This is an optimization exercise on Yosys and OpenROAD, whose aim is small area, a short achievable clock period and few clock cycles, not a production implementation. The RTL was checked by simulation tests, not by an equivalence proof against the original design. Power is estimated from default activity; no workload was simulated.

==> flow/design.v (excerpt) <==
module rudp_codec (
    input  wire        clk,
    input  wire        rst,
    input  wire [11:0] hb_addr,
    input  wire [31:0] hb_wdata,
    input  wire        hb_we,
    input  wire        hb_re,
    output reg  [31:0] hb_rdata,
    output wire        irq
);
Settings: LEC_CHECK=0, CAP_MARGIN=20, CORE_MARGIN=2, CORE_UTILIZATION=45, SETUP_SLACK_MARGIN=4, SLEW_MARGIN=20, TNS_END_PERCENT=5; clock period 10.0 ns.
run.sh (not shown) runs the stock make flow with config.mk's settings and CLKGATE_MAP_FILE= SYNTH_SCRIPT=/design/flow/synth_recipe.tcl, a recipe that flattens the netlist after the stock synthesis.
Testbench counts at the start, summed over its fixed seeds: cycles 12,675.
Rerun with:
--- a/flow/design.v
+++ b/flow/design.v
@@ -39,44 +39,42 @@
     reg [5:0]  dec_plen;    
     reg [3:0]  err;
     reg [4:0]  irq_en;
     reg [4:0]  irq_pend;    
     reg        busy;        
     reg        is_dec;      
     reg        fs_ok;       
     wire [9:0] wa = hb_addr[11:2];
     wire       in_tx = (wa[9:8] == 2'b01);
     wire       in_cb = (wa[9:8] == 2'b10);
     wire [7:0] wk  = wa[7:0];
-    wire [3:0] rk = hb_addr[5:2];
-    wire rd_tx = (hb_addr[11:10] == 2'b01) && (hb_addr[9:6] == 4'd0) && (rk != 4'd15);
-    wire rd_cb = (hb_addr[11:10] == 2'b10) && (hb_addr[9:6] == 4'd0);
-    wire rd_rg = (hb_addr[11:7] == 5'd0);
-    wire [31:0] tx_word = txbuf[32*rk +: 32];
-    wire [31:0] cb_word = cbuf[32*rk +: 32];
-    reg  [31:0] rg_word;
     always @(*) begin
-        case (hb_addr[6:2])
-            A_ID[4:0]:          rg_word = 32'h52554450;
-            A_PARAM[4:0]:       rg_word = {16'd0 + MAX_PAYLOAD[15:0], 16'd0};
-            A_STATUS[4:0]:      rg_word = {16'd0, err, 1'b0, 2'b00, busy, 7'd0, busy};
-            A_IRQ_ENABLE[4:0]:  rg_word = {27'd0, irq_en};
-            A_IRQ_PENDING[4:0]: rg_word = {27'd0, irq_pend};
-            A_CBUF_LEN[4:0]:    rg_word = {22'd0, cbuf_len};
-            A_DEC_RESULT[4:0]:  rg_word = {dec_flag, 7'd0, dec_valid && dec_exp == dec_rcv, dec_exp, dec_rcv};
-            A_DEC_SEQ[4:0]:     rg_word = {6'd0, 4'd0, dec_plen, dec_seqno};
-            default:            rg_word = 32'd0;
-        endcase
+        hb_rdata = 32'd0;
+        if (in_tx) begin
+            if (wk < TX_WORDS) hb_rdata = txbuf[32*wk +: 32];
+        end else if (in_cb) begin
+            if (wk < CB_WORDS) hb_rdata = cbuf[32*wk +: 32];
+        end else begin
+            case (wa)
+                A_ID:          hb_rdata = 32'h52554450;
+                A_PARAM:       hb_rdata = {16'd0 + MAX_PAYLOAD[15:0], 16'd0};
+                A_STATUS:      hb_rdata = {16'd0, err, 1'b0, 2'b00, busy, 7'd0, busy};
+                A_IRQ_ENABLE:  hb_rdata = {27'd0, irq_en};
+                A_IRQ_PENDING: hb_rdata = {27'd0, irq_pend};
+                A_CBUF_LEN:    hb_rdata = {22'd0, cbuf_len};
+                A_DEC_RESULT:  hb_rdata = {dec_flag, 7'd0, dec_valid && dec_exp == dec_rcv, dec_exp, dec_rcv};
+                A_DEC_SEQ:     hb_rdata = {6'd0, 4'd0, dec_plen, dec_seqno};
+                default:       hb_rdata = 32'd0;
+            endcase
+        end
     end
-    always @(*)
-        hb_rdata = ({32{rd_tx}} & tx_word) | ({32{rd_cb}} & cb_word) | ({32{rd_rg}} & rg_word);
     assign irq = |(irq_pend & irq_en);
     wire [3:0] c_op   = hb_wdata[3:0];
     wire [1:0] c_flag = hb_wdata[5:4];
     wire [9:0] c_len  = hb_wdata[15:6];
     wire [15:0] c_seq = hb_wdata[31:16];
     reg [3:0] c_code;
     always @(*) begin
         if (c_op != 4'd1 && c_op != 4'd2)
             c_code = ERR_OPCODE;
         else if (c_op == 4'd2 && hb_wdata[31:4] != 28'd0)
             c_code = ERR_RESERVED;
- The new run finished clean
- setup slack improves by 0.018 ns
- register-to-register slack improves by 0.26 ns
- area after synthesis is lower by 1.4%
- utilization is higher by 0.68 points
- wire length is higher by 10%
- total power stays flat
- design area is higher by 0.53%
- hold slack hardly moves
- fmax barely changes
- flip-flop and latch count does not change
- clock-buffer cell count is lower by 10
- first-iteration DRC count is higher by 22%
- via count is higher by 1.5%
Testbench counts after the change, summed over its fixed seeds: cycles 12,675.

[port drivers added, routing unchanged]
In the flow no input, the clock included, has a driving cell. The finished layouts below were timed again as built, in two steps.
Step 1 (the two cells are an assumption about what drives the block):
set clk [get_ports {clk}]
set_driving_cell -lib_cell sky130_fd_sc_hd__clkbuf_16 $clk
set_driving_cell -lib_cell sky130_fd_sc_hd__buf_2 [delete_from_list [all_inputs] $clk]
Step 2 times the ports against the registers' clock, not the clock port: input delays grow and output delays shrink by t, the midpoint of the rising clock arrivals with the driver on.
a / b / c = ideal / step 1 / step 2; a / b = the first two.
run	shift t [ns]	slack for setup (ns)	hold slack, ns	worst setup path at the end	worst register clock-pin slew, ns
the first run	0.865	3.359 / 2.896 / 2.705	0.453 / 0.453 / 0.453	input to register	0.07 / 0.07
the second run	0.861	3.377 / 2.811 / 2.811	0.456 / 0.456 / 0.456	input to output	0.09 / 0.09
After both steps setup and hold are still met in every run listed. The setup slack of the first run, which loses most, moves by -0.463 ns with the drivers and by -0.654 ns with both steps.
